Source: an optimization exercise on an open RTL-to-GDS flow (aim: small area). Production flows keep margins and buffers that such runs may drop. At most, simulation tests tie the RTL to the original design; equivalence was not proved. Only the layout flow was run in run 2; the RTL was not checked for function there.

`design.v`:
```
module ring_buffer (
    input  wire        clk,
    input  wire        rst,         
    input  wire        app_valid,
    input  wire [15:0] app_data,
    input  wire        cmd_valid,
    output wire        cmd_ready,
    input  wire [15:0] cmd_word,
    output reg         rsp_valid,
    output reg  [2:0]  rsp_kind,
    output reg  [23:0] rsp_data,
    output reg         rsp_end,
    output wire        faulted
);
    localparam N  = 24;    
    localparam R  = 8;     
    localparam TW = 16;    
    localparam DW = 8;     
    localparam CW = 5;     
    localparam OP_ATTACH  = 4'h1;
    localparam OP_COUNT   = 4'h2;
    localparam OP_READ    = 4'h3;
    localparam OP_CONSUME = 4'h4;
    localparam OP_DROPS   = 4'h5;
    localparam F_NONE         = 8'h00;
    localparam F_ILLEGAL      = 8'h01;
    localparam F_BAD_READER   = 8'h02;
    localparam F_NOT_ATTACHED = 8'h03;
    localparam F_READ_EMPTY   = 8'h04;
    localparam K_ACK   = 3'd0;
    localparam K_NUM   = 3'd1;
    localparam K_VAL   = 3'd2;
    localparam K_BURST = 3'd3;
    localparam K_BEAT  = 3'd4;
    localparam K_ERR   = 3'd7;
    reg [TW-1:0] data  [0:N-1];    
    reg [CW-1:0] wr;               
    reg [R-1:0]  att;              
    reg [CW-1:0] cnt   [0:R-1];    
    reg [DW-1:0] drops [0:R-1];    
    reg [CW-1:0] br    [0:R-1];    
    reg          flt;              
    reg [7:0]    fcode;            
    reg [15:0]   fcmd;             
    assign faulted = flt;
    reg         busy;
    reg [2:0]   beat_r;
    integer     k;
    always @(*) begin
        busy   = 1'b0;
        beat_r = 3'd0;
        for (k = R - 1; k >= 0; k = k - 1) begin
            if (br[k] != 0) begin
                busy   = 1'b1;
                beat_r = k[2:0];
            end
        end
    end
    assign cmd_ready = flt | ~busy;
    wire cmd_go = cmd_valid & cmd_ready;
    wire beat   = busy & ~flt;
    wire [3:0] unit = cmd_word[15:12];
    wire [3:0] op   = cmd_word[11:8];
    wire [7:0] sel  = cmd_word[7:0];
    wire [2:0] r    = sel[2:0];
    wire legal  = (unit == 4'h0) && (op >= OP_ATTACH) && (op <= OP_DROPS);
    wire r_ok   = (sel < R);
    reg [7:0] fc;
    always @(*) begin
        if (!legal)                                fc = F_ILLEGAL;
        else if (!r_ok)                            fc = F_BAD_READER;
        else if (op != OP_ATTACH && !att[r])       fc = F_NOT_ATTACHED;
        else if (op == OP_READ && cnt[r] == 0)     fc = F_READ_EMPTY;
        else                                       fc = F_NONE;
    end
    wire cmd_exec  = cmd_go & ~flt & (fc == F_NONE);    
    wire cmd_fault = cmd_go & ~flt & (fc != F_NONE);    
    wire app_do    = app_valid & ~flt & ~cmd_fault;     
    wire [2:0]    rd_r   = beat ? beat_r : r;
    wire [CW-1:0] rd_cnt = cnt[rd_r];
    wire [CW-1:0] rd_idx = (wr >= rd_cnt) ? (wr - rd_cnt) : (wr + N - rd_cnt);
    wire [TW-1:0] rd_val = data[rd_idx];
    always @(posedge clk) begin
        if (app_do)
            data[wr] <= app_data;
    end
    always @(posedge clk) begin
        if (rst)
            wr <= 0;
        else if (app_do)
            wr <= (wr == N - 1) ? 0 : wr + 1;
    end
    genvar g;
    generate
        for (g = 0; g < R; g = g + 1) begin : rdr
            wire do_attach  = cmd_exec && op == OP_ATTACH  && r == g;
            wire do_read    = cmd_exec && op == OP_READ    && r == g;
            wire do_consume = cmd_exec && op == OP_CONSUME && r == g;
            wire do_beat    = beat && beat_r == g;
            wire          att1 = do_attach ? 1'b1 : att[g];
            wire [CW-1:0] cnt1 = do_attach ? 0 : ((do_read || do_beat) ? cnt[g] - 1 : cnt[g]);
            wire [DW-1:0] drp1 = do_attach ? 0 : drops[g];
            wire app_here = app_do && att1;
            wire full     = (cnt1 == N);
            always @(posedge clk) begin
                if (rst) begin
                    att[g]   <= 1'b0;
                    cnt[g]   <= 0;
                    drops[g] <= 0;
                    br[g]    <= 0;
                end else begin
                    att[g] <= att1;
                    if (app_here && !full)
                        cnt[g] <= cnt1 + 1;
                    else
                        cnt[g] <= cnt1;
                    if (app_here && full && drp1 != {DW{1'b1}})
                        drops[g] <= drp1 + 1;
                    else
                        drops[g] <= drp1;
                    if (do_consume)
                        br[g] <= cnt[g];
                    else if (do_beat)
                        br[g] <= br[g] - 1;
                end
            end
        end
    endgenerate
    always @(posedge clk) begin
        if (rst) begin
            flt   <= 1'b0;
            fcode <= F_NONE;
            fcmd  <= 16'h0000;
        end else if (cmd_fault) begin
            flt   <= 1'b1;
            fcode <= fc;
            fcmd  <= cmd_word;
        end
    end
    always @(posedge clk) begin
        if (rst) begin
            rsp_valid <= 1'b0;
            rsp_kind  <= K_ACK;
            rsp_data  <= 24'h0;
            rsp_end   <= 1'b0;
        end else begin
            rsp_valid <= 1'b0;
            rsp_kind  <= K_ACK;
            rsp_data  <= 24'h0;
            rsp_end   <= 1'b0;
            if (cmd_go) begin
                rsp_valid <= 1'b1;
                if (flt) begin
                    rsp_kind <= K_ERR;
                    rsp_data <= {fcmd, fcode};
                end else if (fc != F_NONE) begin
                    rsp_kind <= K_ERR;
                    rsp_data <= {cmd_word, fc};
                end else begin
                    case (op)
                        OP_ATTACH: rsp_kind <= K_ACK;
                        OP_COUNT: begin
                            rsp_kind <= K_NUM;
                            rsp_data <= {{(24-CW){1'b0}}, cnt[r]};
                        end
                        OP_READ: begin
                            rsp_kind <= K_VAL;
                            rsp_data <= {{(24-TW){1'b0}}, rd_val};
                        end
                        OP_CONSUME: begin
                            rsp_kind <= K_BURST;
                            rsp_data <= {{(24-CW){1'b0}}, cnt[r]};
                            rsp_end  <= (cnt[r] == 0);
                        end
                        default: begin  
                            rsp_kind <= K_NUM;
                            rsp_data <= {{(24-DW){1'b0}}, drops[r]};
                        end
                    endcase
                end
            end else if (beat) begin
                rsp_valid <= 1'b1;
                rsp_kind  <= K_BEAT;
                rsp_data  <= {{(24-TW){1'b0}}, rd_val};
                rsp_end   <= (br[beat_r] == 1);
            end
        end
    end
endmodule
```
`run.sh`:
```
#!/bin/bash
# synth_recipe.tcl (not shown) runs the flow's synth.tcl, then flattens the netlist and writes it again
# the make line also repeats each setting of config.mk as NAME=value (left out here)
make -C /OpenROAD-flow-scripts/flow DESIGN_CONFIG=/design/flow/config.mk WORK_HOME=/design/flow/orfs CLKGATE_MAP_FILE= SYNTH_SCRIPT=/design/flow/synth_recipe.tcl finish
```
`config.mk`:
```
export PLATFORM = sky130hd
export DESIGN_NAME = ring_buffer
export DESIGN_NICKNAME = ring_buffer
export VERILOG_FILES = /design/flow/design.v
export SDC_FILE = /design/flow/constraint.sdc
export NUM_CORES = 4
export LEC_CHECK = 0
export CAP_MARGIN = 20
export CORE_MARGIN = 2
export CORE_UTILIZATION = 40
export PLACE_DENSITY = 0.6
export SLEW_MARGIN = 20
```
`constraint.sdc`:
```
create_clock -name core_clock -period 10.0 [get_ports {clk}]
set_input_delay 2.0000 -clock core_clock [delete_from_list [all_inputs] [get_ports {clk}]]
set_output_delay 2.0000 -clock core_clock [all_outputs]
set_load 0.01 [all_outputs]
```
==> results of run 1 <==
-- layout make-up --
cell class	count	area, sq um
well taps	950	1190
fillers	6467	38600
flip-flops and latches	590	15700
clock buffers	81	1770
clock inverters	34	367
multi-input cells	1911	12700
inverters	86	323
repair buffers	128	1130
-- metrics by stage --
step	utilization, %	hold slack [ps]	area [sq um]	instances
floorplan	-	432	29100	2726
global placement	43.2	441	31000	3665
detailed placement	43.2	447	31000	3665
CTS	46.2	456	33200	3780
global route	46.2	475	33200	3780
finish	46.2	456	33200	3780
-- state kept, by name (all words and copies together), names as in the netlist, 3 cells and up --
register and flops:
br 40, rsp_kind 3, fcode 3, drops 64
cnt 40, fcmd 16, wr 5, rsp_data 24
att 8, data 384
-- metal layers --
layer	vias up	global-route usage, %
met1	11397	32.2
met3	243	3.49
met5	-	0
li1	10339	-
met2	993	40.1
met4	4	12.5
-- critical path: stages (launching register included) --
cell      delay [ps]
dfxtp_1          340
inv_1            120
ha_1             160
or4b_1           610
nor4_4           770
a21oi_1          480
inv_1            170
buf_4            270
a21oi_1          100
buf_4            220
mux4_2           430
nand2_1           80
nand2_1           70
ha_1             270
buf_4            280
nand2b_1         150
a31o_2           170
a21oi_1           90
o21ai_1          750
or3_1            960
o22ai_1          200
o41ai_1          450
a21oi_1          120
or4_1            530
a21oi_1          140
-- kinds of logic after synthesis --
| group | count (synthesis) |
|---|---|
| multiplexers | 145 |
| flip-flops | 590 |
| AO/OA/AOI/OAI | 605 |
| adder cells (fa/ha/maj) | 64 |
| XOR/XNOR | 95 |
| AND/OR/NAND/NOR | 1002 |
| buffers and inverters | 225 |
-- cell usage after synthesis, types with 13 or more instances --
master    number
mux2_2        18
o21ai_0       81
a21oi_1      192
buf_1         13
nor2_1       259
edfxtp_1     384
xnor2_1       60
xor2_1        34
nand3_1      113
mux4_2        53
or4_1         17
and2_1        17
clkbuf_1     114
nor3_1        47
or3_1         35
dfxtp_1      206
o31ai_1       15
o41ai_1       14
a21o_1        14
inv_1         85
nor2b_1       16
a31oi_1       23
ha_1          60
and3_1        23
o22ai_1      112
a211oi_1      18
nor4_1        41
or2_2         15
nand4_1       32
nand2_1      317
mux2i_1       74
-- final timing paths --
path / endpoint / slack (ps) / cells after the start
setup reg to reg: rsp_data[4]$_SDFF_PP0_ / 1940 / 24
setup / recovery: rsp_data[4]$_SDFF_PP0_ / 1940 / 24
hold / removal: fcmd[13]$_SDFFE_PP0P_ / 460 / 2
hold reg to reg: fcmd[13]$_SDFFE_PP0P_ / 460 / 2
==> impl_metrics.json, run 1 <==
{
  "clock_latency_ps": 640,
  "cp_max_fo": 26,
  "pin_count": 67,
  "setup_viol": 0,
  "synth.area.mux_share_pct": 7.34,
  "synthFlopType": "edfxtp_1",
  "grtUsageTotal_pct": 24.7,
  "rsz0062_at_grt": "false",
  "grt_pass1_vias": 22097,
  "status": "timing/DRC/antenna clean",
  "synth_top_family_by_area": "simple AND/OR/NAND/NOR gates",
  "place_hpwl_mm": 63.7,
  "wl_per_cell_microns": 24.7,
  "drive_above_1_share_pct": 11.1,
  "synth_cells": 2726,
  "fp.dieH_microns": 274,
  "final_common_cell": "edfxtp_1",
  "synth-seq-cells": 590,
  "root_buffer": "clkbuf_16",
  "finish.net_count": 2883,
  "vias": 22976,
  "start_util_pct": 40.6,
  "drt-met1-wl_mm": 38.1,
  "antenna_left": 0,
  "synthAdderAreaFrac_pct": 2.85,
  "synth_cell_types": 88,
  "die_area_sq_um": 74900,
  "fp.dieW_microns": 274,
  "wl_met3_mm": 6.48,
  "synth_nets": 2826,
  "tns_ps": 0,
  "cts_resized": 0,
  "drtIter0Drc": 2562,
  "synthArstFlopShare_pct": 0,
  "antenna_found_initial": 2,
  "cp-startpoint": "br[2][0]$_SDFFE_PP0P_",
  "period_needed_ps": 8060,
  "cts_tree": "done",
  "synth_area_leaders": "edfxtp_1 40%, dfxtp_1 14%, mux4_2 4.1%",
  "yosys.area.top_type": "edfxtp_1",
  "syn_area_sq_um": 29100,
  "slew_headroom_pct": 24.7,
  "cts.sinks": 590,
  "tightest_slew_ps": 1130,
  "synth_top_area_share_pct": 39.6,
  "h-tree-depth": 3,
  "grt_max_degree": 80,
  "critPathArrivalTime_ps": 8600,
  "min-delay-start": "fcmd[13]$_SDFFE_PP0P_",
  "grt_pass1_wl_mm": 139,
  "finalCritPeriodShare_pct": 80.6,
  "synth_xor_area_share_pct": 2.88,
  "cts.clk_slew.worst_paths_ps": 60,
  "synth_edf_count": 384,
  "cts_buffers": 66,
  "yosys_warnings": 4,
  "final_cell_mix": "384 x edfxtp_1, 317 x nand2_1, 233 x nor2_1",
  "core_sq_um": 71700,
  "clockBufferDepth": 3,
  "min_path_type": "reg2reg",
  "highest_layer": "met5",
  "worst_setup_path_start_kind": "flop",
  "path_class": "reg2reg",
  "dr_wl_met2_mm": 43.9,
  "fin_ws_ps": 1940,
  "cts_setup_buffers": 0,
  "place_congestion": 1.03,
  "routed_wl_mm": 93.4,
  "fmaxAchievable_mhz": 124,
  "crit_required_ps": 10540,
  "drcViolationCount": 0,
  "seq_area_frac_synth_pct": 53.8,
  "first_pass_iters": 7,
  "portBuffers": 66,
  "pre_cts_ws_ps": 1730,
  "cp-end-kind": "flop",
  "syn_area_per_cell_sq_um": 10.7,
  "finClkSkew_ps": 28.6,
  "cts_hold_buffers": 0,
  "rr_startpoint": "br[2][0]$_SDFFE_PP0P_",
  "hold_viol_final": 0,
  "syn2layout_area_growth_pct": 13.9,
  "slew_viol_final": 0,
  "synth-simple-area-share_pct": 16.7,
  "rows": 98,
  "cap_violations": 0,
  "viasPerCell": 6.08,
  "antennaDiodeCount": 0,
  "synth_compound_area_share_pct": 13.5,
  "grt_remaining_overflow": 0
}
==> inputs of run 2 (changes only) <==
==> design.v (replaced) <==
module ring_buffer (
    input  wire        clk,
    input  wire        rst,         
    input  wire        app_valid,
    input  wire [15:0] app_data,
    input  wire        cmd_valid,
    output wire        cmd_ready,
    input  wire [15:0] cmd_word,
    output reg         rsp_valid,
    output wire [2:0]  rsp_kind,
    output wire [23:0] rsp_data,
    output wire        rsp_end,
    output wire        faulted
);
    localparam N  = 24;
    localparam R  = 8;
    localparam TW = 16;
    localparam DW = 8;
    localparam CW = 5;
    localparam [CW-1:0] UNATT = 5'd28;
    localparam OP_ATTACH  = 4'h1;
    localparam OP_COUNT   = 4'h2;
    localparam OP_READ    = 4'h3;
    localparam OP_CONSUME = 4'h4;
    localparam OP_DROPS   = 4'h5;
    reg [TW-1:0] sh    [1:N];      
    reg [CW-1:0] cnt   [0:R-1];    
    reg [DW-1:0] drops [0:R-1];
    reg [CW-1:0] br;               
    reg [2:0]    brr;              
    reg          flt;
    reg [7:0]    fhi;              
    reg [15:0]   rv;               
    reg [2:0]    kr;               
    wire busy = (br != 0);
    assign faulted   = flt;
    assign cmd_ready = ~busy;      
    assign rsp_end   = ~busy;
    assign rsp_kind  = kr | {3{flt}};
    assign rsp_data  = {fhi, rv};
    wire cmd_go = cmd_valid & ~busy;
    wire [3:0] unit = cmd_word[15:12];
    wire [3:0] op   = cmd_word[11:8];
    wire [7:0] sel  = cmd_word[7:0];
    wire [2:0]    sr   = busy ? brr : sel[2:0];
    wire [CW-1:0] csel = cnt[sr];
    wire          att_s = ~(csel[4] & csel[3] & csel[2]);
    wire [TW-1:0] dsel = sh[csel];
    wire legal = (unit == 4'h0) && (op >= OP_ATTACH) && (op <= OP_DROPS);
    wire r_ok  = (sel[7:3] == 5'd0);
    reg [2:0] fc;
    always @(*) begin
        if (!legal)                           fc = 3'd1;
        else if (!r_ok)                       fc = 3'd2;
        else if (op != OP_ATTACH && !att_s)   fc = 3'd3;
        else if (op == OP_READ && csel == 0)  fc = 3'd4;
        else                                  fc = 3'd0;
    end
    wire live      = cmd_go & ~flt;
    wire cmd_fault = live & (fc != 3'd0);
    wire cmd_exec  = live & (fc == 3'd0);
    wire app_do    = app_valid & ~flt & ~cmd_fault;
    wire ex_attach  = cmd_exec & (op == OP_ATTACH);
    wire ex_read    = cmd_exec & (op == OP_READ);
    wire ex_consume = cmd_exec & (op == OP_CONSUME);
    integer i;
    always @(posedge clk) begin
        if (app_do) begin
            sh[1] <= app_data;
            for (i = 2; i <= N; i = i + 1)
                sh[i] <= sh[i-1];
        end
    end
    genvar g;
    generate
        for (g = 0; g < R; g = g + 1) begin : rdr
            wire hit  = (sr == g);
            wire clr  = ex_attach & hit;
            wire dec  = (ex_read | busy) & hit;
            wire top  = cnt[g][4] & cnt[g][3];    
            always @(posedge clk) begin
                if (rst)
                    cnt[g] <= UNATT;
                else if (clr)
                    cnt[g] <= {4'd0, app_do};
                else if (dec) begin
                    if (!app_do)
                        cnt[g] <= cnt[g] - 1'b1;
                end else if (app_do && !top)
                    cnt[g] <= cnt[g] + 1'b1;
            end
            always @(posedge clk) begin
                if (clr)
                    drops[g] <= 0;
                else if (app_do && top && !dec && drops[g] != {DW{1'b1}})
                    drops[g] <= drops[g] + 1'b1;
            end
        end
    endgenerate
    always @(posedge clk) begin
        if (rst)
            br <= 0;
        else if (ex_consume)
            br <= csel;
        else if (busy)
            br <= br - 1'b1;
    end
    always @(posedge clk) begin
        if (ex_consume)
            brr <= sel[2:0];
    end
    always @(posedge clk) begin
        if (rst) begin
            flt <= 1'b0;
            fhi <= 8'h00;
        end else if (cmd_fault) begin
            flt <= 1'b1;
            fhi <= cmd_word[15:8];
        end
    end
    always @(posedge clk) begin
        if (rst)
            rsp_valid <= 1'b0;
        else
            rsp_valid <= cmd_go | busy;
    end
    always @(posedge clk) begin
        if (!flt) begin
            if (busy) begin
                kr <= 3'd4;
                rv <= dsel;
            end else if (fc != 3'd0) begin
                kr <= 3'd0;
                rv <= {sel, 5'd0, fc};
            end else begin
                case (op)
                    OP_COUNT:   begin kr <= 3'd1; rv <= {11'd0, csel}; end
                    OP_READ:    begin kr <= 3'd2; rv <= dsel; end
                    OP_CONSUME: begin kr <= 3'd3; rv <= {11'd0, csel}; end
                    OP_DROPS:   begin kr <= 3'd1; rv <= {8'd0, drops[sel[2:0]]}; end
                    default:    begin kr <= 3'd0; rv <= 16'd0; end
                endcase
            end
        end
    end
endmodule
==> run 2 against run 1 <==
  * Still clean
  * Global-route usage is 0.63 points lower
  * Utilization is 0.21 points higher
  * Worst hold slack worse by 36 ps
  * Synthesized area decreased by 19%
  * Via count is 23% lower
  * First-iteration DRC count up 7.3%
  * Final area shrank 18%
  * Largest cell class unchanged
==> impl_metrics.json, run 2 <==
{
  "status": "timing/DRC/antenna clean",
  "worst_setup_path_start_kind": "primary input",
  "syn2layout_area_growth_pct": 15.3,
  "wl_per_cell_microns": 26.3,
  "h-tree-depth": 2,
  "root_buffer": "clkbuf_16",
  "slew_headroom_pct": 22.6,
  "fp.dieW_microns": 247,
  "cts_buffers": 55,
  "pre_cts_ws_ps": 2080,
  "cts_setup_buffers": 0,
  "largest_reg_flops": 384,
  "nFillCells": 5204,
  "grt_pass1_wl_mm": 109,
  "cts_resized": 0,
  "pin_count": 67,
  "cts_hold_buffers": 0,
  "place_congestion": 0.941,
  "slew_viol_final": 0,
  "finalCritPeriodShare_pct": 74.7,
  "cp-end-kind": "flop",
  "crit_required_ps": 10440,
  "antenna_left": 0,
  "first_pass_iters": 7,
  "finClkSkew_ps": 48.2,
  "critPathArrivalTime_ps": 7910,
  "period_needed_ps": 7470,
  "syn_area_per_cell_sq_um": 12.3,
  "drtIter0Drc": 2750,
  "min_path_type": "reg2reg",
  "cap_violations": 0,
  "fin_ws_ps": 2530,
  "cts.clk_slew.worst_paths_ps": 70,
  "grt_remaining_overflow": 0,
  "antenna_found_initial": 1,
  "yosys_warnings": 20,
  "drcViolationCount": 0,
  "tns_ps": 0,
  "final_cell_mix": "406 x edfxtp_1, 163 x nor2_1, 136 x nand2_1",
  "finish.net_count": 2062,
  "rsz0062_at_grt": "false",
  "fmaxAchievable_mhz": 134,
  "cp_max_fo": 30,
  "synth_cells": 1926,
  "synth-seq-cells": 525,
  "synth_nets": 1990,
  "routed_wl_mm": 74.2,
  "setup_viol": 0,
  "reg_top3": "sh x384, drops x64, cnt x40",
  "top_register": "sh",
  "synthTopCellsByCount": "406 x edfxtp_1, 165 x nor2_1, 136 x nand2_1",
  "path_class": "in2reg",
  "hold_viol_final": 0,
  "core_sq_um": 58700,
  "synthMostInstantiatedCell": "edfxtp_1",
  "cts_tree": "done",
  "cts.sinks": 525,
  "viasPerCell": 6.31,
  "yosys.area.top_type": "edfxtp_1",
  "fp.dieH_microns": 247,
  "portBuffers": 66,
  "synthFlopType": "edfxtp_1",
  "seq_area_frac_synth_pct": 61.6,
  "clockBufferDepth": 3,
  "drive_above_1_share_pct": 10.6,
  "place_hpwl_mm": 48.4,
  "rows": 89,
  "syn_area_sq_um": 23600,
  "synth_edf_count": 406,
  "synth_area_leaders": "edfxtp_1 52%, dfxtp_1 10%, nor2_1 2.6%",
  "antennaDiodeCount": 0,
  "grtUsageTotal_pct": 24.0,
  "clock_latency_ps": 630,
  "synthArstFlopShare_pct": 0,
  "final_common_cell": "edfxtp_1",
  "grt_pass1_vias": 16951,
  "vias": 17776,
  "synth_cell_types": 99,
  "synth_top_area_share_pct": 51.6,
  "tightest_slew_ps": 1150,
  "start_util_pct": 40.3,
  "grt_max_degree": 223,
  "die_area_sq_um": 61100
}
[run 2: cell type report]
class	instances	area (sq um)	area share (%)
tap	773	967	3.55
clock buffer	65	1420	5.22
inverter	28	113	0.413
timing repair buffer	117	1070	3.94
clock inverter	36	490	1.80
multi-input combinational	1271	8610	31.6
sequential	525	14600	53.5
[run 2: routing by layer]
| layer | part of all wire [%] | track usage [%] | routed length, microns |
|---|---|---|---|
| met3 | 11 | 5.26 | 8370 |
| met1 | 43 | 35.5 | 31800 |
| met4 | 3.6 | 8.29 | 2670 |
| met2 | 42 | 34.7 | 31400 |
| met5 | 0 | 0 | 0 |
[run 2: stage by stage]
stage / area (sq um) / instances / utilization, % / hold WS (ps)
finish: 27300 / 2815 / 46.4 / 420
global route: 27300 / 2815 / 46.4 / 436
detailed placement: 25300 / 2712 / 43.1 / 433
floorplan: 23600 / 1926 / - / 417
global placement: 25300 / 2712 / 43.1 / 423
CTS: 27200 / 2813 / 46.3 / 423
[run 2: worst paths after layout]
| path | from | end | slack [ps] | cells after the start |
|---|---|---|---|---|
| min | sh[8][2]$_DFFE_PP_ | sh[9][2]$_DFFE_PP_ | 420 | 0 |
| max | cmd_word[2] | cnt[0][4]$_SDFFE_PP1P_ | 2530 | 16 |
| max reg2reg | br[0]$_SDFFE_PP0P_ | cnt[0][4]$_SDFFE_PP1P_ | 3110 | 17 |
| min reg2reg | sh[8][2]$_DFFE_PP_ | sh[9][2]$_DFFE_PP_ | 420 | 0 |
[run 2: cell families after synthesis]
logic type               synth area share, %
AO/OA/AOI/OAI                           16.3
buffers and inverters                   2.35
AND/OR/NAND/NOR                         12.3
XOR/XNOR                                2.74
multiplexers                            3.19
adder cells (fa/ha/maj)                 1.51
flip-flops                              61.6
[run 2: critical path: stages]
cell	delay (ps)
clkdlybuf4s50_1	1120
buf_4	430
nor2b_1	160
a22o_1	200
a221oi_1	550
a21o_1	560
o221ai_2	210
nor2_2	280
o31a_2	750
nor2_1	250
fa_1	460
a21o_1	190
a21o_1	190
nor4_1	270
a221o_1	210
o21ai_1	60
==> inputs of run 3 (changes only) <==
--- a/design.v
+++ b/design.v
@@ -71,30 +71,38 @@
                 sh[i] <= sh[i-1];
         end
     end
-    genvar g;
+    genvar g, b;
     generate
         for (g = 0; g < R; g = g + 1) begin : rdr
-            wire hit  = (sr == g);
-            wire clr  = ex_attach & hit;
-            wire dec  = (ex_read | busy) & hit;
-            wire top  = cnt[g][4] & cnt[g][3];    
+            wire hit = (sr == g);
+            wire clr = ex_attach & hit;
+            wire dec = (ex_read | busy) & hit;
+            wire top = cnt[g][4] & cnt[g][3];    
+            wire up = app_do & ~dec & ~top;
+            wire dn = dec & ~app_do;
+            wire [CW:0] tu, td;
+            assign tu[0] = up;
+            assign td[0] = dn;
+            for (b = 0; b < CW; b = b + 1) begin : cb
+                assign tu[b+1] = tu[b] & cnt[g][b];
+                assign td[b+1] = td[b] & ~cnt[g][b];
+            end
             always @(posedge clk) begin
                 if (rst)
                     cnt[g] <= UNATT;
                 else if (clr)
                     cnt[g] <= {4'd0, app_do};
-                else if (dec) begin
-                    if (!app_do)
-                        cnt[g] <= cnt[g] - 1'b1;
-                end else if (app_do && !top)
-                    cnt[g] <= cnt[g] + 1'b1;
+                else
+                    cnt[g] <= cnt[g] ^ tu[CW-1:0] ^ td[CW-1:0];
             end
-            always @(posedge clk) begin
-                if (clr)
-                    drops[g] <= 0;
-                else if (app_do && top && !dec && drops[g] != {DW{1'b1}})
-                    drops[g] <= drops[g] + 1'b1;
+            wire dinc = app_do & top & ~dec & ~(&drops[g]);
+            wire [DW:0] dt;
+            assign dt[0] = dinc;
+            for (b = 0; b < DW; b = b + 1) begin : db
+                assign dt[b+1] = dt[b] & drops[g][b];
             end
+            always @(posedge clk)
+                drops[g] <= {DW{~clr}} & (drops[g] ^ dt[DW-1:0]);
         end
     endgenerate
     always @(posedge clk) begin
--- a/config.mk
+++ b/config.mk
@@ -8,5 +8,8 @@
 export CAP_MARGIN = 20
 export CORE_MARGIN = 2
 export CORE_UTILIZATION = 40
+export CTS_BUF_LIST = sky130_fd_sc_hd__clkbuf_4
+export CTS_CLUSTER_DIAMETER = 40
+export CTS_CLUSTER_SIZE = 10
 export PLACE_DENSITY = 0.6
 export SLEW_MARGIN = 20
==> run 3 against run 2 <==
  * Synthesized area decreased by 1.8%
  * Final area decreased by 3.5%
  * First-iteration DRC count decreased by 19%
  * Critical path depth increased by 3
  * Clock skew increased by 44 ps
  * Global-route usage decreased by 0.25 points
  * Via count decreased by 5.7%
  * Clock-buffer cell count increased by 33
  * Setup slack improved by 31 ps
  * Largest cell class unchanged
  * Highest routed layer unchanged
==> impl_metrics.json, run 3 <==
{
  "largest_reg_flops": 384,
  "grtUsageTotal_pct": 23.8,
  "nFillCells": 5190,
  "setup_viol": 0,
  "final_common_cell": "edfxtp_1",
  "fp.dieW_microns": 245,
  "drtIter0Drc": 2233,
  "first_pass_iters": 6,
  "root_buffer": "clkbuf_4",
  "syn2layout_area_growth_pct": 13.3,
  "cts_buffers": 82,
  "cts_hold_buffers": 0,
  "reg_top3": "sh x384, drops x64, cnt x40",
  "synth_xor_area_share_pct": 1.58,
  "synth_area_leaders": "edfxtp_1 53%, dfxtp_1 10%, ha_1 4.8%",
  "fp.dieH_microns": 245,
  "cts_resized": 0,
  "worst_setup_path_start_kind": "primary input",
  "syn_area_per_cell_sq_um": 13.1,
  "cp_max_fo": 179,
  "portBuffers": 66,
  "final_cell_mix": "406 x edfxtp_1, 119 x dfxtp_1, 102 x nor2_1",
  "cts.clk_slew.worst_paths_ps": 120,
  "finClkSkew_ps": 91.9,
  "cts_tree": "done",
  "holdWs_ps": 400,
  "synthTopCellsByCount": "406 x edfxtp_1, 119 x dfxtp_1, 105 x nor2_1",
  "viasPerCell": 6.18,
  "tightest_slew_ps": 1090,
  "synth_nets": 1903,
  "drive_above_1_share_pct": 13.6,
  "synth_top_family_by_area": "compound AO/OA/AOI/OAI gates",
  "seq_area_sq_um": 14600,
  "synth_cell_types": 90,
  "routed_wl_mm": 72.2,
  "slew_viol_final": 0,
  "top_register": "sh",
  "synth_cells": 1777,
  "syn_area_sq_um": 23200,
  "finalCritPeriodShare_pct": 74.4,
  "finish.net_count": 2007,
  "synth-simple-area-share_pct": 11.8,
  "synth_top_area_share_pct": 52.5,
  "clockBufferDepth": 3,
  "cts.sinks": 525,
  "grt_pass1_vias": 16280,
  "yosys_warnings": 20,
  "pin_count": 67,
  "grt_remaining_overflow": 0,
  "core_sq_um": 57600,
  "wl_per_cell_microns": 26.6,
  "drcViolationCount": 0,
  "clock_latency_ps": 920,
  "seq_area_frac_synth_pct": 62.8,
  "grt_max_degree": 180,
  "start_util_pct": 40.3,
  "synth.area.mux_share_pct": 3.43,
  "cap_violations": 0,
  "cts_setup_buffers": 0,
  "min_path_type": "reg2reg",
  "hold_viol_final": 0,
  "synthFlopType": "edfxtp_1",
  "fmaxAchievable_mhz": 134,
  "yosys.area.top_type": "edfxtp_1",
  "crit_required_ps": 10700,
  "synthAdderAreaFrac_pct": 4.85,
  "place_hpwl_mm": 46.2,
  "slew_headroom_pct": 27.7,
  "path_class": "in2reg",
  "synthMostInstantiatedCell": "edfxtp_1",
  "fin_area_sq_um": 26300,
  "vias": 16755,
  "cp-end-kind": "flop",
  "rows": 88,
  "place_congestion": 0.899,
  "synth_edf_count": 406,
  "antenna_found_initial": 2,
  "status": "timing/DRC/antenna clean",
  "grt_pass1_wl_mm": 106,
  "antenna_left": 0,
  "die_area_sq_um": 60000,
  "h-tree-depth": 3,
  "rsz0062_at_grt": "false",
  "multi_input_area_sq_um": 8260,
  "placed_cell_area_sq_um": 24900,
  "synthArstFlopShare_pct": 0,
  "synth-seq-cells": 525,
  "synth_compound_area_share_pct": 13.5,
  "tns_ps": 0,
  "critPathArrivalTime_ps": 8140,
  "period_needed_ps": 7440
}
run 3: changes by cell type after synthesis, sizes merged, moves of 14 or more:
| cell | previous run | this run |
|---|---|---|
| a21oi | 94 | 59 |
| nand3 | 56 | 70 |
| xor2 | 38 | 11 |
| nor2b | 11 | 62 |
| o21bai | 0 | 15 |
| nor3 | 59 | 36 |
| a221oi | 40 | 18 |
| nand2 | 136 | 74 |
| ha | 27 | 90 |
| nor2 | 168 | 106 |
run 3: cell families (layout without fill, tap and decap cells):
family	Yosys count	after routing
buffers and inverters	114	281
adder cells (fa/ha/maj)	90	90
AO/OA/AOI/OAI	439	439
multiplexers	71	71
flip-flops	525	525
AND/OR/NAND/NOR	496	496
XOR/XNOR	42	42
other	0	2
run 3: final cells by class:
cell class | instances | share of cell area [%]
clock buffer | 98 | 2.80
inverter | 16 | 0.290
clock inverter | 49 | 2.39
sequential | 525 | 55.4
timing repair buffer | 118 | 4.05
multi-input combinational | 1138 | 31.4
tap | 765 | 3.64
antenna | 2 | 0.0190
run 3: critical path: stages:
cell and delay [ps]:
clkdlybuf4s50_1 1140, nor2_1 260, mux2_4 380, a222oi_1 510
a31o_2 530, nand3_4 230, o31ai_2 400, a311o_1 490
inv_16 320, o21ai_1 230, nor2_1 80, ha_1 180
ha_1 170, ha_1 180, ha_1 180, ha_1 190
ha_1 180, ha_1 260, nor2b_1 120
run 3: per-layer routing:
layer	GRT usage, %	routed length, microns	share of wire (%)
met5	0	0	0
met4	11.0	2930	4.1
met3	6.65	7940	11
met2	35.6	31900	44
met1	32.1	29500	41
run 3: worst paths after layout:
path,to,from,depth (start not counted),slack (ps)
worst max-delay path,drops[4][6]$_DFF_P_,cmd_word[2],19,2560
worst min-delay path,sh[24][6]$_DFFE_PP_,sh[23][6]$_DFFE_PP_,0,400
worst max register to register,drops[4][6]$_DFF_P_,br[0]$_SDFFE_PP0P_,21,3610
worst min register to register,sh[24][6]$_DFFE_PP_,sh[23][6]$_DFFE_PP_,0,400
run 3: per-stage QoR:
step / utilization, % / cells / setup slack (ps)
6_report: 45.7 / 2711 / 2560
5_1_grt: 45.7 / 2711 / 2330
4_1_cts: 45.6 / 2708 / 2800
3_5_place_dp: 43.2 / 2561 / 1890
3_3_place_gp: 43.2 / 2561 / 2100
2_1_floorplan: - / 1777 / 1040
==> inputs of run 4 (changes only) <==
--- a/config.mk
+++ b/config.mk
@@ -8,8 +8,8 @@
 export CAP_MARGIN = 20
 export CORE_MARGIN = 2
 export CORE_UTILIZATION = 40
-export CTS_BUF_LIST = sky130_fd_sc_hd__clkbuf_4
-export CTS_CLUSTER_DIAMETER = 40
-export CTS_CLUSTER_SIZE = 10
+export CTS_BUF_LIST = sky130_fd_sc_hd__clkbuf_8
+export CTS_CLUSTER_DIAMETER = 50
+export CTS_CLUSTER_SIZE = 16
 export PLACE_DENSITY = 0.6
 export SLEW_MARGIN = 20
==> run 4 against run 3 <==
  * Sequential cell count did not move
  * Routed wire length is 0.74% lower
  * Fmax fell by 1.8%
  * Still clean
  * Synthesized cell count stayed put
==> impl_metrics.json, run 4 <==
{
  "antenna_left": 0,
  "r2r_slack_ps": 3650,
  "h-tree-depth": 2,
  "critical_path.slowest_cell": "clkdlybuf4s50_1",
  "grt_pass1_vias": 15955,
  "grtUsageTotal_pct": 23.5,
  "largest_reg_flops": 384,
  "vias": 16631,
  "cts_buffers": 52,
  "syn2layout_area_growth_pct": 12.1,
  "fp.dieW_microns": 245,
  "reg_top3": "sh x384, drops x64, cnt x40",
  "core_sq_um": 57600,
  "portBuffers": 66,
  "path_common_cell": "ha_1",
  "crit_chain": "clkdlybuf4s50_1 > nor2_1 > mux2_4 > a222oi_1 > a31o_2 > nand3_4 > o31ai_2 > a311o_1 > inv_16 > o21ai_1 > nor2_1 > ha_1 > ha_1 > ha_1 > ha_1 > ha_1 > ha_1 > ha_1 > nor2b_1",
  "cp_slowest_stage_delay_ps": 1130,
  "critPathArrivalTime_ps": 8140,
  "min_to": "sh[19][6]$_DFFE_PP_",
  "grt_max_degree": 180,
  "cts_resized": 0,
  "cp_max_fo": 179,
  "tns_ps": 0,
  "synth-seq-cells": 525,
  "grt_remaining_overflow": 0,
  "synthTopCellsByCount": "406 x edfxtp_1, 119 x dfxtp_1, 105 x nor2_1",
  "cts_setup_buffers": 0,
  "finish.net_count": 1976,
  "wl_per_cell_microns": 26.9,
  "final_common_cell": "edfxtp_1",
  "synth_cell_types": 90,
  "cts.sinks": 525,
  "start_util_pct": 40.3,
  "synth_edf_count": 406,
  "hold_viol_final": 0,
  "viasPerCell": 6.25,
  "holdWs_ps": 424,
  "r2r-end": "drops[6][6]$_DFF_P_",
  "worst_setup_path_start_kind": "primary input",
  "clock_latency_ps": 710,
  "synthArstFlopShare_pct": 0,
  "cts.clk_slew.worst_paths_ps": 120,
  "min_path_type": "reg2reg",
  "hold_depth": 0,
  "drcViolationCount": 0,
  "crit_required_ps": 10560,
  "synth_top_area_share_pct": 52.5,
  "grt_pass1_wl_mm": 104,
  "drtIter0Drc": 2251,
  "synthMostInstantiatedCell": "edfxtp_1",
  "fp.dieH_microns": 245,
  "syn_area_per_cell_sq_um": 13.1,
  "first_pass_iters": 5,
  "die_area_sq_um": 60000,
  "synthFlopType": "edfxtp_1",
  "place_hpwl_mm": 46.2,
  "synth_cells": 1777,
  "place_congestion": 0.899,
  "pin_count": 67,
  "finalCritPeriodShare_pct": 75.8,
  "path_class": "in2reg",
  "ff2ff_path_depth": 21,
  "drive_above_1_share_pct": 10.9,
  "crit_family": "compound AO/OA/AOI/OAI gates",
  "routed_wl_mm": 71.7,
  "clockBufferDepth": 3,
  "rsz0062_at_grt": "false",
  "setup_viol": 0,
  "yosys.area.top_type": "edfxtp_1",
  "cp_num_buf_inv": 2,
  "top_register": "sh",
  "cp-startpoint": "cmd_word[2]",
  "rows": 88,
  "cts_hold_buffers": 0,
  "cp-end-kind": "flop",
  "final_cell_mix": "406 x edfxtp_1, 119 x dfxtp_1, 102 x nor2_1",
  "cap_violations": 0,
  "seq_area_frac_synth_pct": 62.8,
  "min-delay-start": "sh[18][6]$_DFFE_PP_",
  "rr_startpoint": "br[0]$_SDFFE_PP0P_",
  "tightest_slew_ps": 1090,
  "finClkSkew_ps": 60.7,
  "cts_tree": "done",
  "antenna_found_initial": 2,
  "period_needed_ps": 7580,
  "synth_nets": 1903,
  "yosys_warnings": 20,
  "slew_headroom_pct": 27.4,
  "fmaxAchievable_mhz": 132,
  "status": "timing/DRC/antenna clean",
  "syn_area_sq_um": 23200,
  "slew_viol_final": 0,
  "synth_area_leaders": "edfxtp_1 53%, dfxtp_1 10%, ha_1 4.8%",
  "fin_util_pct": 45.2,
  "root_buffer": "clkbuf_8"
}
[run 4: cell counts after synthesis]
Identical to the previous run, type by type.
[run 4: metrics by stage]
step | area, sq um | cells | setup WS [ps]
after global placement | 24900 | 2561 | 2100
final | 26000 | 2659 | 2420
after global routing | 26000 | 2659 | 2160
after floorplan | 23200 | 1777 | 1040
after CTS | 26000 | 2657 | 2620
after detailed placement | 24900 | 2561 | 1890
[run 4: area by class of cell]
| cell class | count | area (sq um) |
|---|---|---|
| clock buffer | 54 | 743 |
| tap | 765 | 957 |
| inverter | 16 | 76.3 |
| antenna | 2 | 5.00 |
| clock inverter | 42 | 378 |
| timing repair buffer | 117 | 1040 |
| sequential | 525 | 14600 |
| fill | 5176 | 31600 |
| multi-input combinational | 1138 | 8260 |
[run 4: logic make-up after synthesis]
group,after synthesis,share of synthesized area (%)
AO/OA/AOI/OAI,439,13.5
AND/OR/NAND/NOR,496,11.8
flip-flops,525,62.8
buffers and inverters,114,2.07
XOR/XNOR,42,1.58
multiplexers,71,3.43
adder cells (fa/ha/maj),90,4.85
[run 4: how the worst max path moves through the flow]
stage                     cells after the start                  end
after floorplan                              23  drops[4][6]$_DFF_P_
after global placement                       20  drops[5][7]$_DFF_P_
after detailed placement                     19  drops[6][6]$_DFF_P_
after CTS                                    20  drops[4][7]$_DFF_P_
after global routing                         20  drops[6][7]$_DFF_P_
final                                        19  drops[6][6]$_DFF_P_
[run 4: metal layers]
| layer | track usage [%] | up-vias | wire [microns] | share of wire (%) |
|---|---|---|---|---|
| met4 | 10.7 | 0 | 3420 | 4.8 |
| met1 | 32.8 | 8337 | 29600 | 41 |
| met3 | 5.27 | 169 | 7400 | 10 |
| li1 | - | 7161 | - | - |
| met2 | 34.8 | 964 | 31200 | 44 |
| met5 | 0 | - | 0 | 0 |
==> inputs of run 5 (changes only) <==
==> flow/run.sh (new file) <==
#!/bin/bash
# Own layout flow: the standard synthesis, then its combinational logic
# re-mapped for area with ABC (flip-flops kept as they are), then the
# standard ORFS layout from that netlist. Each tool's output goes to a log
# file of its own in the work folder.
set -euo pipefail
W=$PWD
F=$W/flow
R=$W/orfs/results/$FLOW_PLATFORM/ring_buffer/base
LIB=$FLOW_HOME/platforms/$FLOW_PLATFORM/lib/sky130_fd_sc_hd__tt_025C_1v80.lib

# 1. standard synthesis (unchanged)
bash standard.sh synth > $W/log_1_synth.log 2>&1

# 2. re-map the gates between the registers
cp $R/1_2_yosys.v $W/standard_synth.v
REABC_LIB=$LIB REABC_IN=$W/standard_synth.v REABC_OUT=$W/reabc.v \
REABC_SCRIPT=$F/reabc.abc REABC_STAT=$W/reabc_stat.txt \
  yosys -c $F/reabc.tcl > $W/log_2_reabc.log 2>&1
cp $W/reabc.v $R/1_2_yosys.v
rm -f $R/1_synth.odb $R/1_synth.sdc

# 3. the standard layout from the new netlist
bash standard.sh BUFFER_PORTS_ARGS="-buffer_cell sky130_fd_sc_hd__buf_1" finish > $W/log_3_layout.log 2>&1
test -f $W/out/final.def
==> flow/reabc.abc (new file) <==
strash
&get -n
&deepsyn -T 60
&put
dch -f
amap
==> flow/reabc.tcl (new file) <==
# Re-map the combinational logic of the standard synthesis netlist for area.
# The flip-flops are kept as they are (same instances, names and cell types);
# only the gates between them are re-synthesized with ABC.
yosys -import
set lib $::env(REABC_LIB)
set net $::env(REABC_IN)
set out $::env(REABC_OUT)
set top $::env(FLOW_TOP)
read_liberty -ignore_miss_func $lib
read_verilog $net
hierarchy -top $top
# keep every sequential cell as an instance
setattr -mod -set keep_hierarchy 1 {sky130_fd_sc_hd__*df*} {sky130_fd_sc_hd__*dl*} {sky130_fd_sc_hd__*sdf*}
flatten
select -module $top t:\$scopeinfo
delete
select -clear
# drop the library's modules and read them back as black boxes
delete {sky130_fd_sc_hd__*}
read_liberty -lib $lib
hierarchy -top $top
opt_clean
abc -script $::env(REABC_SCRIPT) -liberty $lib -dont_use sky130_fd_sc_hd__probe_p_8 -dont_use sky130_fd_sc_hd__probec_p_8 -dont_use {sky130_fd_sc_hd__lpflow_*}
splitnets
opt_clean -purge
hilomap -singleton -hicell sky130_fd_sc_hd__conb_1 HI -locell sky130_fd_sc_hd__conb_1 LO
insbuf -buf sky130_fd_sc_hd__buf_1 A X
opt_clean -purge
tee -o $::env(REABC_STAT) stat -liberty $lib
check -assert
select $top
write_verilog -noattr -nohex -nodec -selected $out
==> standard.sh (new file) <==
#!/bin/bash
# synth_recipe.tcl (not shown) runs the flow's synth.tcl, then flattens the netlist and writes it again
# the make line also repeats each setting of config.mk as NAME=value (left out here)
make -C /OpenROAD-flow-scripts/flow DESIGN_CONFIG=/design/flow/config.mk WORK_HOME=/design/flow/orfs CLKGATE_MAP_FILE= SYNTH_SCRIPT=/design/flow/synth_recipe.tcl "${@:-finish}"
removed: run.sh
==> run 5 against run 4 <==
  * Largest cell class unchanged
  * Critical endpoint is now drops[2][4]$_DFF_P_
  * Routed wire length down 13%
  * Clock-buffer cell count decreased by 4
  * Critical path type unchanged
  * Still clean
  * Fmax shrank 0.50%
==> impl_metrics.json, run 5 <==
{
  "syn_area_sq_um": 20500,
  "cts.clk_slew.worst_paths_ps": 110,
  "cts.sinks": 525,
  "cts_resized": 0,
  "rsz0062_at_grt": "false",
  "antennaDiodeCount": 0,
  "cp_max_fo": 11,
  "die_area_sq_um": 53100,
  "worst_setup_path_start_kind": "primary input",
  "ff2ff_path_depth": 30,
  "clock_latency_ps": 680,
  "routed_wl_mm": 62.1,
  "core_sq_um": 50400,
  "hold_viol_final": 0,
  "start_util_pct": 40.7,
  "finish.net_count": 1793,
  "viasPerCell": 6.01,
  "rr_startpoint": "br[0]$_SDFFE_PP0P_",
  "drive_above_1_share_pct": 10.1,
  "largest_reg_flops": 384,
  "fp.dieW_microns": 230,
  "cp-end-kind": "flop",
  "period_needed_ps": 7620,
  "rows": 82,
  "first_pass_iters": 8,
  "min-delay-start": "sh[23][11]$_DFFE_PP_",
  "cap_violations": 0,
  "crit_required_ps": 10600,
  "syn_area_per_cell_sq_um": 12.7,
  "critPathArrivalTime_ps": 8220,
  "yosys_warnings": 20,
  "nFillCells": 4517,
  "cts_setup_buffers": 0,
  "h-tree-depth": 2,
  "cts_tree": "done",
  "hold_depth": 0,
  "drtIter0Drc": 2265,
  "synth_nets": 1646,
  "slew_viol_final": 0,
  "min_to": "sh[24][11]$_DFFE_PP_",
  "vias": 14809,
  "cts_hold_buffers": 0,
  "slew_headroom_pct": 20.6,
  "grt_pass1_vias": 14222,
  "antenna_found_initial": 2,
  "portBuffers": 66,
  "grt_pass1_wl_mm": 91.3,
  "place_hpwl_mm": 41.9,
  "status": "timing/DRC/antenna clean",
  "antenna_left": 0,
  "clockBufferDepth": 3,
  "wl_per_cell_microns": 25.2,
  "fp.dieH_microns": 230,
  "setup_viol": 0,
  "grtUsageTotal_pct": 23.1,
  "cts_buffers": 48,
  "synth_cells": 1610,
  "place_congestion": 0.982,
  "final_cell_mix": "406 x edfxtp_1, 193 x nor2_1, 140 x nand2_1",
  "root_buffer": "clkbuf_8",
  "final_common_cell": "edfxtp_1",
  "fmaxAchievable_mhz": 131,
  "grt_max_degree": 149,
  "grt_remaining_overflow": 0,
  "r2r-end": "drops[2][4]$_DFF_P_",
  "drcViolationCount": 0,
  "reg_top3": "sh x384, drops x64, cnt x40",
  "min_path_type": "reg2reg",
  "r2r_slack_ps": 2950,
  "top_register": "sh",
  "pin_count": 67,
  "finalCritPeriodShare_pct": 76.2,
  "syn2layout_area_growth_pct": 13.9,
  "path_class": "in2reg",
  "holdWs_ps": 435,
  "tightest_slew_ps": 1190,
  "finClkSkew_ps": 38.5
}
==> run 5: metrics by stage <==
stage          setup slack [ps]  area, sq um  setup TNS (ps)  cells  util, %
3_3_place_gp               2180        22200               0   2379     44.1
6_report                   2380        23400               0   2466     46.4
3_5_place_dp               1910        22200               0   2379     44.1
2_1_floorplan             -4010        20800         -432050   1610        -
5_1_grt                    1780        23400               0   2466     46.4
4_1_cts                    2610        23400               0   2466     46.4
==> run 5: metal layers <==
layer | part of all wire (%) | GRT usage, % | routed length, microns
met1 | 42 | 32.8 | 25900
met5 | 0.013 | 0 | 8
met3 | 11 | 5.47 | 6590
met4 | 3.6 | 8.31 | 2240
met2 | 44 | 34.7 | 27400
==> run 5: critical path, stage by stage <==
cell,delay [ps]
buf_1,340
clkinv_1,450
nor2_1,370
clkinv_1,310
o22ai_1,250
o22ai_1,110
a21oi_1,150
o31ai_1,110
o32ai_1,290
buf_4,230
clkinv_1,210
nor2_1,270
clkinv_1,290
nor3_1,280
or2_1,170
nor2_1,70
nor2_1,80
buf_4,210
clkinv_1,100
o21ai_0,80
buf_4,210
nor2_1,100
nor4_1,670
nand3_1,270
nor2_1,230
and3_1,210
nor2_1,40
nor3_1,110
==> run 5: area by class of cell <==
class	instances	area, sq um	share of cell area [%]
sequential	525	14600	62.4
multi-input combinational	943	5710	24.4
tap	672	841	3.60
clock buffer	50	688	2.94
timing repair buffer	109	587	2.51
inverter	130	531	2.27
clock inverter	37	439	1.88
==> run 5: worst max-delay path by stage <==
| stage | start | end | depth (start not counted) |
|---|---|---|---|
| final | cmd_word[0] | drops[2][4]$_DFF_P_ | 28 |
| after detailed placement | cmd_word[0] | drops[2][4]$_DFF_P_ | 28 |
| after CTS | cmd_word[0] | drops[7][6]$_DFF_P_ | 33 |
| after global placement | cmd_word[1] | drops[2][4]$_DFF_P_ | 27 |
| after global routing | cmd_word[1] | drops[3][6]$_DFF_P_ | 32 |
| after floorplan | cmd_word[2] | drops[7][6]$_DFF_P_ | 31 |
==> inputs of run 6 (changes only) <==
--- a/design.v
+++ b/design.v
@@ -133,22 +133,28 @@
             rsp_valid <= cmd_go | busy;
     end
     always @(posedge clk) begin
+        if (busy)
+            kr <= 3'd4;
+        else
+            case (op)
+                OP_COUNT, OP_DROPS: kr <= 3'd1;
+                OP_READ:            kr <= 3'd2;
+                OP_CONSUME:         kr <= 3'd3;
+                default:            kr <= 3'd0;
+            endcase
+    end
+    always @(posedge clk) begin
         if (!flt) begin
-            if (busy) begin
-                kr <= 3'd4;
+            if (busy)
                 rv <= dsel;
-            end else if (fc != 3'd0) begin
-                kr <= 3'd0;
+            else if (fc != 3'd0)
                 rv <= {sel, 5'd0, fc};
-            end else begin
+            else
                 case (op)
-                    OP_COUNT:   begin kr <= 3'd1; rv <= {11'd0, csel}; end
-                    OP_READ:    begin kr <= 3'd2; rv <= dsel; end
-                    OP_CONSUME: begin kr <= 3'd3; rv <= {11'd0, csel}; end
-                    OP_DROPS:   begin kr <= 3'd1; rv <= {8'd0, drops[sel[2:0]]}; end
-                    default:    begin kr <= 3'd0; rv <= 16'd0; end
+                    OP_COUNT, OP_CONSUME: rv <= {11'd0, csel};
+                    OP_READ:              rv <= dsel;
+                    default:              rv <= {8'd0, drops[sel[2:0]]};
                 endcase
-            end
         end
     end
 endmodule
--- a/config.mk
+++ b/config.mk
@@ -7,9 +7,9 @@
 export LEC_CHECK = 0
 export CAP_MARGIN = 20
 export CORE_MARGIN = 2
-export CORE_UTILIZATION = 40
+export CORE_UTILIZATION = 72
 export CTS_BUF_LIST = sky130_fd_sc_hd__clkbuf_8
 export CTS_CLUSTER_DIAMETER = 50
 export CTS_CLUSTER_SIZE = 16
-export PLACE_DENSITY = 0.6
+export PLACE_DENSITY = 0.8
 export SLEW_MARGIN = 20
==> run 6 against run 5 <==
  * Largest cell class unchanged
  * Final area fell by 4.1%
  * Sequential cell count did not move
  * Routed wire length fell by 11%
  * Synthesized cell count fell by 1.4%
  * Register-to-register slack got worse by 1800 ps
  * Worst hold slack improved by 9.4 ps
  * Final cell count fell by 14%
  * Still clean on timing, DRC and antenna
  * Global-route usage rose by 14 points
  * Non-clock buffer count fell by 4
  * Die area fell by 44%
==> impl_metrics.json, run 6 <==
{
  "pin_count": 67,
  "cts.sinks": 525,
  "cap_violations": 0,
  "antenna_found_initial": 0,
  "vias": 15024,
  "path_class": "reg2reg",
  "fmaxAchievable_mhz": 113,
  "grtUsageTotal_pct": 36.8,
  "critical_path.slowest_cell": "o22ai_1",
  "drive_above_1_share_pct": 6.50,
  "cts_resized": 0,
  "place_hpwl_mm": 36.0,
  "grt_pass1_vias": 14407,
  "grt_remaining_overflow": 0,
  "cts.clk_slew.worst_paths_ps": 100,
  "wl_per_cell_microns": 26.0,
  "cp_slowest_stage_delay_ps": 570,
  "path_common_cell": "nor2_1",
  "critPathArrivalTime_ps": 9290,
  "fp.dieH_microns": 173,
  "cp-end-kind": "flop",
  "syn_area_per_cell_sq_um": 12.9,
  "syn2layout_area_growth_pct": 9.24,
  "pre_cts_ws_ps": 882,
  "grt_pass1_wl_mm": 83.1,
  "clock_latency_ps": 590,
  "rows": 61,
  "antennaDiodeCount": 0,
  "rsz0062_at_grt": "false",
  "reg_top3": "sh x384, drops x64, cnt x40",
  "drcViolationCount": 0,
  "first_pass_iters": 9,
  "cts_tree": "done",
  "place_congestion": 0.992,
  "period_needed_ps": 8840,
  "crit_required_ps": 10450,
  "tns_ps": 0,
  "core_sq_um": 27900,
  "fin_util_pct": 80.2,
  "syn_area_sq_um": 20500,
  "min_path_type": "reg2reg",
  "final_common_cell": "edfxtp_1",
  "fin_ws_ps": 1160,
  "setup_viol": 0,
  "status": "timing/DRC/antenna clean",
  "synth_nets": 1624,
  "worst_setup_path_start_kind": "flop",
  "holdWs_ps": 444,
  "start_util_pct": 73.4,
  "largest_reg_flops": 384,
  "portBuffers": 66,
  "routed_wl_mm": 55.5,
  "die_area_sq_um": 29800,
  "root_buffer": "clkbuf_8",
  "finalCritPeriodShare_pct": 88.4,
  "cts_hold_buffers": 0,
  "viasPerCell": 7.05,
  "hold_viol_final": 0,
  "antenna_left": 0,
  "cp_max_fo": 141,
  "slew_headroom_pct": 26.8,
  "cts_setup_buffers": 0,
  "slew_viol_final": 0,
  "fp.dieW_microns": 173,
  "grt_max_degree": 142,
  "tightest_slew_ps": 1100,
  "final_cell_mix": "403 x edfxtp_1, 194 x nor2_1, 128 x nand2_1",
  "synth_cells": 1588,
  "top_register": "sh",
  "yosys_warnings": 20,
  "drtIter0Drc": 2216,
  "finClkSkew_ps": 30.1,
  "cts_buffers": 42,
  "clockBufferDepth": 3,
  "h-tree-depth": 2,
  "finish.net_count": 1761
}
==> run 6: cell count changes in the layout (fill, tap and decap cells not counted), moves of 8 or more <==
cell / delta
a22o_1: +17
nor2_2: -16
o21ai_0: +16
o21ai_1: -16
a222oi_1: -14
nand2_1: -12
o211ai_1: -12
inv_1: +9
nand4_1: -9
or3_1: +9
a211oi_1: +8
a21oi_1: +8
==> run 6: path summary, 6_finish.rpt <==
path                                        endpoint            startpoint  slack (ps)  cells past startpoint
worst max-delay path             drops[6][6]$_DFF_P_    br[1]$_SDFFE_PP0P_        1160                     39
worst min-delay path            sh[23][11]$_DFFE_PP_  sh[22][11]$_DFFE_PP_         440                      0
worst max register to register   drops[6][6]$_DFF_P_    br[1]$_SDFFE_PP0P_        1160                     39
worst min register to register  sh[23][11]$_DFFE_PP_  sh[22][11]$_DFFE_PP_         440                      0
==> run 6: area by class of cell <==
type	count	area, sq um
flip-flops and latches	525	14500
multi-input cells	931	5590
fillers	1598	5530
clock buffers	45	619
repair buffers	105	541
well taps	378	473
inverters	120	467
clock inverters	27	171
==> run 6: stage by stage <==
step	area (sq um)	cells
2_1_floorplan	20500	1588
6_report	22400	2131
3_5_place_dp	21600	2059
5_1_grt	22400	2131
4_1_cts	22400	2131
3_3_place_gp	21600	2059
==> run 6: routing by layer <==
metal / track usage, % / part of all wire, % / up-vias
met5: 0 / 0 / -
met4: 20.6 / 6.2 / 0
met3: 6.55 / 11 / 234
met2: 60.3 / 48 / 1126
met1: 47.2 / 35 / 7120
li1: - / - / 6544
==> run 6: critical path: cells and delay by family, from the launching register on <==
family | cells | cell delay (ps)
compound gates | 6 | 1720
buf+inv | 12 | 2700
flops | 1 | 330
simple gates | 21 | 3820
==> inputs of run 7 (changes only) <==
--- a/config.mk
+++ b/config.mk
@@ -7,9 +7,9 @@
 export LEC_CHECK = 0
 export CAP_MARGIN = 20
 export CORE_MARGIN = 2
-export CORE_UTILIZATION = 72
+export CORE_UTILIZATION = 40
 export CTS_BUF_LIST = sky130_fd_sc_hd__clkbuf_8
 export CTS_CLUSTER_DIAMETER = 50
 export CTS_CLUSTER_SIZE = 16
-export PLACE_DENSITY = 0.8
+export PLACE_DENSITY = 0.6
 export SLEW_MARGIN = 20
==> run 7 against run 6 <==
  * Non-clock buffer count is 7 higher
  * Utilization is 34 points lower
  * Sequential share of layout area is 2.1 points lower
  * Critical path type unchanged
  * Critical endpoint is now cnt[6][4]$_SDFF_PP1_
==> impl_metrics.json, run 7 <==
{
  "fin_ws_ps": 1210,
  "top_register": "sh",
  "grt_max_degree": 171,
  "cts.clk_slew.worst_paths_ps": 100,
  "place_congestion": 0.925,
  "fp.dieH_microns": 230,
  "start_util_pct": 40.7,
  "largest_reg_flops": 384,
  "rows": 82,
  "critPathArrivalTime_ps": 9420,
  "drtIter0Drc": 1722,
  "period_needed_ps": 8790,
  "finClkSkew_ps": 47.4,
  "portBuffers": 66,
  "cp-end-kind": "flop",
  "tightest_slew_ps": 1090,
  "synth_cells": 1588,
  "cp_max_fo": 170,
  "r2r_slack_ps": 1210,
  "antennaDiodeCount": 0,
  "wl_per_cell_microns": 24.3,
  "crit_required_ps": 10630,
  "slew_viol_final": 0,
  "syn2layout_area_growth_pct": 12.9,
  "h-tree-depth": 2,
  "viasPerCell": 6.02,
  "cts.sinks": 525,
  "cts_hold_buffers": 0,
  "path_class": "reg2reg",
  "finalCritPeriodShare_pct": 87.9,
  "critical_path.slowest_cell": "o2111ai_1",
  "setup_viol": 0,
  "clockBufferDepth": 3,
  "path_common_cell": "nor2_1",
  "root_buffer": "clkbuf_8",
  "worst_setup_path_start_kind": "flop",
  "die_area_sq_um": 53100,
  "drive_above_1_share_pct": 8.44,
  "final_common_cell": "edfxtp_1",
  "pin_count": 67,
  "antenna_found_initial": 1,
  "cts_tree": "done",
  "grt_pass1_vias": 14132,
  "min_path_type": "reg2reg",
  "antenna_left": 0,
  "fmaxAchievable_mhz": 114,
  "grt_pass1_wl_mm": 88.0,
  "reg_top3": "sh x384, drops x64, cnt x40",
  "cp_slowest_stage_delay_ps": 580,
  "cap_violations": 0,
  "tns_ps": 0,
  "grtUsageTotal_pct": 22.1,
  "routed_wl_mm": 59.5,
  "grt_remaining_overflow": 0,
  "final_cell_mix": "403 x edfxtp_1, 191 x nor2_1, 128 x nand2_1",
  "syn_area_sq_um": 20500,
  "syn_area_per_cell_sq_um": 12.9,
  "vias": 14751,
  "drcViolationCount": 0,
  "clock_latency_ps": 680,
  "place_hpwl_mm": 39.6,
  "fp.dieW_microns": 230,
  "core_sq_um": 50400,
  "fin_cells": 2449,
  "yosys_warnings": 20,
  "slew_headroom_pct": 26.8,
  "pre_cts_ws_ps": 844,
  "hold_viol_final": 0,
  "finish.net_count": 1776,
  "first_pass_iters": 6,
  "status": "timing/DRC/antenna clean",
  "rsz0062_at_grt": "false",
  "cts_buffers": 50,
  "place_inst": 2360,
  "synth_nets": 1624
}
==> run 7: changes by cell type in the layout (fill, tap and decap cells not counted), moves of 2 or more <==
cell        before  now
clkbuf_8        45   50
inv_1           15    6
clkinvlp_4       2    6
buf_4           39   46
clkinv_4         0    3
bufinv_16        1    5
nor2_1         194  191
nor2_2           0    3
clkinv_2         1    3
inv_6            1    8
==> run 7: area by class of cell <==
class | count | area [sq um]
clock buffer | 50 | 688
inverter | 120 | 477
clock inverter | 39 | 394
sequential | 525 | 14500
multi-input combinational | 931 | 5610
timing repair buffer | 112 | 593
fill | 4525 | 27200
tap | 672 | 841
==> run 7: metrics by stage <==
step	utilization (%)	cell area (sq um)	hold slack (ps)
floorplan	-	20500	419
global placement	43.8	22100	428
detailed placement	43.8	22100	434
CTS	45.9	23100	435
global route	45.9	23100	430
finish	45.9	23100	434
==> run 7: path summary, 6_finish.rpt <==
path              depth (start not counted)               start                    to
setup / recovery                         36  br[1]$_SDFFE_PP0P_  cnt[6][4]$_SDFF_PP1_
hold / removal                            0  sh[7][5]$_DFFE_PP_    sh[8][5]$_DFFE_PP_
setup reg to reg                         36  br[1]$_SDFFE_PP0P_  cnt[6][4]$_SDFF_PP1_
hold reg to reg                           0  sh[7][5]$_DFFE_PP_    sh[8][5]$_DFFE_PP_
==> run 7: what timing repair did <==
item / 4_1_cts / 5_1_grt
setup endpoints to repair: 0 / 4
buffers inserted: 0 / 0
gates resized for setup: 0 / 1
==> run 7: per-layer routing <==
layer,global-route usage [%],routed length (microns),share of wire (%)
met1,29.8,24300,41
met4,8.39,2400,4.0
met2,35.0,27300,46
met3,4.85,5460,9.2
met5,0,0,0
==> run 7: critical path, delay by kind of cell, from the launching register on <==
| family | cells | cell delay, ps |
|---|---|---|
| buf+inv | 13 | 3230 |
| simple gates | 17 | 3300 |
| flops | 1 | 320 |
| compound gates | 6 | 1890 |

[port drivers added, routing unchanged]
No port has a modelled driver above. Below, the same layouts with a new extraction and two added sets of constraints. Step 1 sets driving cells, clkbuf_16 on the clock port and buf_2 on the other inputs (assumed; they add their load-dependent delay and slew). Step 2, shift: input delay + t, output delay - t, t = (earliest + latest rising clock arrival at the registers) / 2. This alone moves slack from input paths to output paths. Slacks: ideal / step 1 / step 2; pairs: ideal / step 1.
run	t, ns	setup WS [ns]	hold WS [ns]	worst slew at a driven data input, ns	cell pins on the clock port's net
run 1	0.686	1.940 / 1.940 / 1.596	0.456 / 0.456 / 0.456	0.07	1
run 2	0.663	2.527 / 2.559 / 1.897	0.420 / 0.420 / 0.420	0.04	1
run 3	0.914	2.558 / 2.585 / 1.670	0.400 / 0.400 / 0.400	0.05	1
run 4	0.740	2.418 / 2.449 / 1.709	0.424 / 0.424 / 0.424	0.05	1
run 5	0.712	2.380 / 2.406 / 1.694	0.435 / 0.435 / 0.435	0.04	1
run 6	0.636	1.162 / 1.162 / 0.774	0.444 / 0.444 / 0.444	0.04	1
run 7	0.712	1.212 / 1.212 / 0.752	0.434 / 0.434 / 0.434	0.04	1
After both steps setup and hold are still met in every run listed. The setup slack of run 3, which loses most, moves by +0.027 ns with the drivers and by -0.888 ns with both steps.
